What follows belongs to an exercise in optimizing a design on an open flow for small area, a short achievable clock period and few clock cycles; a production flow would make more cautious choices. The RTL was checked by simulation tests, not by an equivalence proof against the original design. Power and IR drop assume default switching activity.

Setup of before:
==> flow/design.v <==
module bit_packed_decoder (
    input  wire        clk,
    input  wire        rst,           
    input  wire        wr_en,
    input  wire [4:0]  wr_idx,
    input  wire [63:0] wr_data,
    output wire        wr_ready,
    input  wire [4:0]  rd_idx,
    output reg  [63:0] rd_data,
    output wire        mem_req,
    output wire [31:0] mem_addr,
    input  wire        mem_ack,
    input  wire [31:0] mem_rdata,
    input  wire        mem_err
);
    localparam [4:0] R_CMD    = 5'd0;
    localparam [4:0] R_STATUS = 5'd1;
    localparam [4:0] R_ARG0   = 5'd2;
    localparam [4:0] R_ARG1   = 5'd3;
    localparam [4:0] R_BASE   = 5'd4;
    localparam [4:0] R_TOTAL  = 5'd5;
    localparam [4:0] R_RES0   = 5'd6;
    localparam [4:0] R_RES1   = 5'd7;
    localparam [4:0] R_PARAM  = 5'd8;
    localparam [4:0] R_BLOCKN = 5'd9;
    localparam [63:0] PARAM_VAL  = 64'h0000_0000_0120_2020;
    localparam [63:0] BLOCKN_VAL = 64'd1024;
    localparam [3:0] OP_UNPACK  = 4'h1;
    localparam [3:0] OP_LOCATE  = 4'h2;
    localparam [3:0] OP_CHUNKAT = 4'h3;
    localparam [3:0] OP_GET     = 4'h4;
    localparam [2:0] E_NONE    = 3'd0;
    localparam [2:0] E_INDEX   = 3'd1;
    localparam [2:0] E_ILLEGAL = 3'd3;
    localparam [2:0] E_ADDR    = 3'd4;
    localparam [2:0] E_BUS     = 3'd5;
    reg [63:0] cmd_q, arg0_q, arg1_q, base_q, total_q;
    reg [53:0] res0_q;       
    reg [10:0] res1_q;       
    reg        busy_q, done_q;
    reg [2:0]  err_q;
    reg [36:0] ts_q, tc_q;   
    reg        hi_q;         
    reg        ck_q;         
    reg        ok_q;         
    reg        second_q;     
    assign wr_ready = !(wr_idx == R_CMD && busy_q);
    wire accept = wr_en && wr_idx == R_CMD && !busy_q;
    always @(*) begin
        case (rd_idx)
            R_CMD:    rd_data = cmd_q;
            R_STATUS: rd_data = {56'd0, 1'b0, err_q, 2'b00, done_q, busy_q};
            R_ARG0:   rd_data = arg0_q;
            R_ARG1:   rd_data = arg1_q;
            R_BASE:   rd_data = base_q;
            R_TOTAL:  rd_data = total_q;
            R_RES0:   rd_data = {10'd0, res0_q};
            R_RES1:   rd_data = {53'd0, res1_q};
            R_PARAM:  rd_data = PARAM_VAL;
            R_BLOCKN: rd_data = BLOCKN_VAL;
            default:  rd_data = 64'd0;
        endcase
    end
    wire [3:0] op = wr_data[3:0];
    wire       u  = wr_data[7];
    wire [7:0] w  = wr_data[15:8];
    wire [5:0] w6 = wr_data[13:8];
    wire w_ok    = (w >= 8'd1) && (w <= 8'd32);
    wire illegal = (wr_data[6:4] != 3'd0) || (wr_data[63:16] != 48'd0) ||
                   !((op == OP_LOCATE) ||
                     ((op == OP_UNPACK || op == OP_CHUNKAT || op == OP_GET) && w_ok));
    wire is_ck = (op == OP_CHUNKAT);
    wire        ck_now = busy_q && ck_q;
    wire [63:0] cmp_a  = ck_now ? {arg0_q[53:0], 10'd0} : arg0_q;
    wire        ge_cmp = (ck_now && arg0_q[63:54] != 10'd0) || (cmp_a >= total_q);
    wire        ge_n   = (arg0_q[63:10] != 54'd0);
    reg idx_err;
    always @(*) begin
        case (op)
            OP_UNPACK:  idx_err = !u && ge_n;
            OP_LOCATE,
            OP_GET:     idx_err = !u && ge_cmp;
            default:    idx_err = 1'b0;      
        endcase
    end
    wire [31:0] x     = (op == OP_UNPACK) ? arg1_q[31:0] : base_q[31:0];
    wire        x_big = (op == OP_UNPACK) ? (arg1_q[63:32] != 32'd0) : (base_q[63:32] != 32'd0);
    wire        m_big = is_ck ? (arg0_q[63:27] != 37'd0) : (arg0_q[63:37] != 27'd0);
    wire [36:0] m     = is_ck ? {arg0_q[26:0], 10'd0} : arg0_q[36:0];
    wire [43:0] p0 = {7'd0, w6[0] ? m : 37'd0} | {2'd0, w6[5] ? m : 37'd0, 5'd0};
    wire [43:0] p1 = {6'd0, w6[1] ? m : 37'd0, 1'd0};
    wire [43:0] p2 = {5'd0, w6[2] ? m : 37'd0, 2'd0};
    wire [43:0] p3 = {4'd0, w6[3] ? m : 37'd0, 3'd0};
    wire [43:0] p4 = {3'd0, w6[4] ? m : 37'd0, 4'd0};
    wire [43:0] px = {7'd0, x[31:0], 5'd0};
    wire [43:0] s1 = px ^ p0 ^ p1;
    wire [43:0] c1 = {(px & p0 | px & p1 | p0 & p1), 1'b0};
    wire [43:0] s2 = p2 ^ p3 ^ p4;
    wire [43:0] c2 = {(p2 & p3 | p2 & p4 | p3 & p4), 1'b0};
    wire [43:0] s3 = s1 ^ c1 ^ s2;
    wire [43:0] c3 = {(s1 & c1 | s1 & s2 | c1 & s2), 1'b0};
    wire [43:0] ts = s3 ^ c3 ^ c2;
    wire [43:0] tc = {(s3 & c3 | s3 & c2 | c3 & c2), 1'b0};
    wire t_hi = (ts[43:37] != 7'd0) || (tc[43:37] != 7'd0) ||
                x_big || m_big;
    wire t_safe = !t_hi && !ts[36] && !tc[36] && !(ts[35] && tc[35]);
    wire [36:0] tcx  = second_q ? 37'd32 : tc_q;       
    wire [37:0] t    = {1'b0, ts_q} + {1'b0, tcx};
    wire [31:0] addr = t[36:5];
    wire [4:0]  biw  = t[4:0];
    wire        ovf  = hi_q || t[37];
    wire [5:0]  pw   = cmd_q[13:8];
    wire        span = ({1'b0, biw} + pw) > 6'd32;
    wire rd_err = ovf || (span && addr == 32'hFFFF_FFFF);
    wire [6:0] ck_tail = {1'b0, addr[10:5]} + {1'b0, pw} + {6'd0, (addr[4:0] != 5'd0)};
    wire       ck_err  = ovf || (&addr[31:11] && ck_tail > 7'd64);
    wire [31:0] w0    = second_q ? {tc_q[36:6], 1'b0} : mem_rdata;    
    wire [63:0] pair  = {mem_rdata, w0} >> biw;
    wire [31:0] fmask = (pw == 6'd32) ? 32'hFFFF_FFFF : ((32'd1 << pw) - 32'd1);
    wire [31:0] value = pair[31:0] & fmask;
    wire rd_busy = busy_q && !ck_q;
    assign mem_req  = rd_busy && ok_q;
    assign mem_addr = addr;
    wire [63:0] wd = wr_data & {64{!rst}};
    wire we_arg0  = wr_en && wr_idx == R_ARG0;
    wire we_arg1  = wr_en && wr_idx == R_ARG1;
    wire we_base  = wr_en && wr_idx == R_BASE;
    wire we_total = wr_en && wr_idx == R_TOTAL;
    always @(posedge clk) begin
        if (rst || accept)   cmd_q   <= wd;
        if (rst || we_arg0)  arg0_q  <= wd;
        if (rst || we_arg1)  arg1_q  <= wd;
        if (rst || we_base)  base_q  <= wd;
        if (rst || we_total) total_q <= wd;
    end
    wire acc_ok   = accept && !illegal && !idx_err;
    wire ck_done  = ck_now;                                
    wire ck_ierr  = !cmd_q[7] && ge_cmp;
    wire rd_check = rd_busy && !ok_q;                      
    wire rd_fail  = rd_check && rd_err;                    
    wire rd_ack   = mem_req && mem_ack;
    wire rd_first = rd_ack && !mem_err && span && !second_q;
    wire rd_last  = rd_ack && !mem_err && !rd_first;
    reg        res_we;
    reg [53:0] res0_d;
    reg [10:0] res1_d;
    always @(*) begin
        res_we = 1'b0;
        res0_d = {22'd0, value};
        res1_d = {10'd0, second_q};
        if (acc_ok && op == OP_LOCATE) begin
            res_we = 1'b1;
            res0_d = arg0_q[63:10];
            res1_d = {1'b0, arg0_q[9:0]};
        end else if (ck_done) begin
            res_we = !ck_ierr && !ck_err;
            res0_d = {22'd0, addr};
            res1_d = {pw, 5'd0};
        end else if (rd_last) begin
            res_we = 1'b1;
        end
    end
    always @(posedge clk) begin
        if (rst || res_we) begin
            res0_q <= res0_d & {54{!rst}};
            res1_q <= res1_d & {11{!rst}};
        end
    end
    always @(posedge clk) begin
        if (rst) begin
            busy_q <= 1'b0;
            done_q <= 1'b0;
            err_q  <= E_NONE;
        end else if (accept) begin
            done_q <= 1'b1;
            err_q  <= E_NONE;
            if (illegal)
                err_q <= E_ILLEGAL;
            else if (idx_err)
                err_q <= E_INDEX;
            else if (op != OP_LOCATE) begin
                done_q <= 1'b0;
                busy_q <= 1'b1;
            end
        end else if (ck_done) begin
            if (ck_ierr)
                err_q <= E_INDEX;
            else if (ck_err)
                err_q <= E_ADDR;
            done_q <= 1'b1;
            busy_q <= 1'b0;
        end else if (rd_fail) begin
            err_q  <= E_ADDR;
            done_q <= 1'b1;
            busy_q <= 1'b0;
        end else if (rd_ack) begin
            if (mem_err) begin
                err_q  <= E_BUS;
                done_q <= 1'b1;
                busy_q <= 1'b0;
            end else if (rd_last) begin
                done_q <= 1'b1;
                busy_q <= 1'b0;
            end
        end
    end
    always @(posedge clk) begin
        if (accept) begin
            ts_q     <= ts[36:0];
            tc_q     <= tc[36:0];
            hi_q     <= t_hi;
            ck_q     <= is_ck;
            ok_q     <= t_safe;
            second_q <= 1'b0;
        end else if (rd_check) begin
            ok_q     <= 1'b1;                    
        end else if (rd_first) begin
            ts_q        <= t[36:0];
            tc_q[36:6]  <= mem_rdata[31:1];
            second_q    <= 1'b1;
        end
    end
endmodule
Settings: LEC_CHECK=0, CAP_MARGIN=20, CORE_MARGIN=2, CORE_UTILIZATION=65, SLEW_MARGIN=20; clock period 12.0 ns.
standard.sh (not shown) runs the stock make flow with config.mk's settings and CLKGATE_MAP_FILE= SYNTH_SCRIPT=/design/flow/synth_recipe.tcl, a recipe that flattens the netlist after the stock synthesis.
==> flow/flow/run.sh <==
#!/bin/bash
# The standard layout, with two changes to how it is made (the period and
# the constraints are unchanged):
#  - every port still gets its own buffer, but a plain buf_1 rather than the
#    delay buffer the resizer picks by default;
#  - timing repair aims 5.5 ns below the clock period.
set -euo pipefail
bash standard.sh "BUFFER_PORTS_ARGS=-buffer_cell sky130_fd_sc_hd__buf_1" \
    SETUP_SLACK_MARGIN=5.5 finish > standard.log 2>&1
The flow did not stop early for before: all stages ran, and the layout cleared the timing, DRC and antenna checks.
Testbench counts of before, summed over its fixed seeds: cycles 9,944.
Input changes introduced in after (baseline for comparison: before):
--- a/flow/design.v
+++ b/flow/design.v
@@ -39,13 +39,12 @@
     reg [10:0] res1_q;       
     reg        busy_q, done_q;
     reg [2:0]  err_q;
     reg [36:0] ts_q, tc_q;   
     reg        hi_q;         
     reg        ck_q;         
-    reg        ok_q;         
     reg        second_q;     
     assign wr_ready = !(wr_idx == R_CMD && busy_q);
     wire accept = wr_en && wr_idx == R_CMD && !busy_q;
     always @(*) begin
         case (rd_idx)
             R_CMD:    rd_data = cmd_q;
@@ -100,13 +99,12 @@
     wire [43:0] s3 = s1 ^ c1 ^ s2;
     wire [43:0] c3 = {(s1 & c1 | s1 & s2 | c1 & s2), 1'b0};
     wire [43:0] ts = s3 ^ c3 ^ c2;
     wire [43:0] tc = {(s3 & c3 | s3 & c2 | c3 & c2), 1'b0};
     wire t_hi = (ts[43:37] != 7'd0) || (tc[43:37] != 7'd0) ||
                 x_big || m_big;
-    wire t_safe = !t_hi && !ts[36] && !tc[36] && !(ts[35] && tc[35]);
     wire [36:0] tcx  = second_q ? 37'd32 : tc_q;       
     wire [37:0] t    = {1'b0, ts_q} + {1'b0, tcx};
     wire [31:0] addr = t[36:5];
     wire [4:0]  biw  = t[4:0];
     wire        ovf  = hi_q || t[37];
     wire [5:0]  pw   = cmd_q[13:8];
@@ -116,13 +114,13 @@
     wire       ck_err  = ovf || (&addr[31:11] && ck_tail > 7'd64);
     wire [31:0] w0    = second_q ? {tc_q[36:6], 1'b0} : mem_rdata;    
     wire [63:0] pair  = {mem_rdata, w0} >> biw;
     wire [31:0] fmask = (pw == 6'd32) ? 32'hFFFF_FFFF : ((32'd1 << pw) - 32'd1);
     wire [31:0] value = pair[31:0] & fmask;
     wire rd_busy = busy_q && !ck_q;
-    assign mem_req  = rd_busy && ok_q;
+    assign mem_req  = rd_busy && (second_q || !rd_err);
     assign mem_addr = addr;
     wire [63:0] wd = wr_data & {64{!rst}};
     wire we_arg0  = wr_en && wr_idx == R_ARG0;
     wire we_arg1  = wr_en && wr_idx == R_ARG1;
     wire we_base  = wr_en && wr_idx == R_BASE;
     wire we_total = wr_en && wr_idx == R_TOTAL;
@@ -133,14 +131,13 @@
         if (rst || we_base)  base_q  <= wd;
         if (rst || we_total) total_q <= wd;
     end
     wire acc_ok   = accept && !illegal && !idx_err;
     wire ck_done  = ck_now;                                
     wire ck_ierr  = !cmd_q[7] && ge_cmp;
-    wire rd_check = rd_busy && !ok_q;                      
-    wire rd_fail  = rd_check && rd_err;                    
+    wire rd_fail  = rd_busy && !second_q && rd_err;        
     wire rd_ack   = mem_req && mem_ack;
     wire rd_first = rd_ack && !mem_err && span && !second_q;
     wire rd_last  = rd_ack && !mem_err && !rd_first;
     reg        res_we;
     reg [53:0] res0_d;
     reg [10:0] res1_d;
@@ -207,16 +204,13 @@
     always @(posedge clk) begin
         if (accept) begin
             ts_q     <= ts[36:0];
             tc_q     <= tc[36:0];
             hi_q     <= t_hi;
             ck_q     <= is_ck;
-            ok_q     <= t_safe;
             second_q <= 1'b0;
-        end else if (rd_check) begin
-            ok_q     <= 1'b1;                    
         end else if (rd_first) begin
             ts_q        <= t[36:0];
             tc_q[36:6]  <= mem_rdata[31:1];
             second_q    <= 1'b1;
         end
     end
[summary]
after reached the final stage; the timing, DRC and antenna checks on its layout passed. after vs before on part of the power in the clock network: after is the lower one. For before, the uppermost layer routed was met4, unlike after, where it was met5. Compared with before, in after pre-CTS setup slack shows a reduction of 0.12 ns, sequential cell count stayed essentially flat, global-route usage over all layers increased 0.73 points, number of placed cells counting well taps went up. Die height: after vs before — no meaningful difference. From before to after the numbers moved as follows: depth of the critical timing path with buffers and inverters included rose by 7, number of global-route vias before repair moved up, wire length rose by 1500 µm. Against before, after comes in about 10% higher on routability-driven placement congestion ratio. Going from before to after, clock net sink count essentially unchanged, power share of the combinational group decreased 0.5 points, synthesized area essentially unchanged, worst IR drop on VDD increased 0.036 mV.
Testbench counts of after, summed over its fixed seeds: cycles 9,944.

separate check: timing with driven ports:
The flow's constraints put no driver on any port. The routed layouts listed below were extracted and timed again, unchanged, in two steps.
Step 1 sets driving cells, clkbuf_16 on the clock port and buf_2 on the other inputs (assumed; they add their load-dependent delay and slew).
Step 2 also shifts input and output timing later by t, the mid clock arrival at the registers, as if the neighbouring blocks saw the same clock.
a / b / c = no drivers / after step 1 / after step 2; a / b = the first two.
| run | shift t [ns] | setup WS [ns] | hold slack, ns | worst slew at a driven data input, ns | pins driven straight from the clock port |
|---|---|---|---|---|---|
| before | 0.673 | 5.474 / 5.413 / 4.913 | 0.479 / 0.479 / 0.479 | 0.08 | 1 |
| after | 0.673 | 5.267 / 5.203 / 5.031 | 0.511 / 0.511 / 0.511 | 0.09 | 1 |
After both steps every run listed still meets setup and hold. The setup slack of before, which loses most, moves by -0.061 ns with the drivers and by -0.561 ns with both steps.
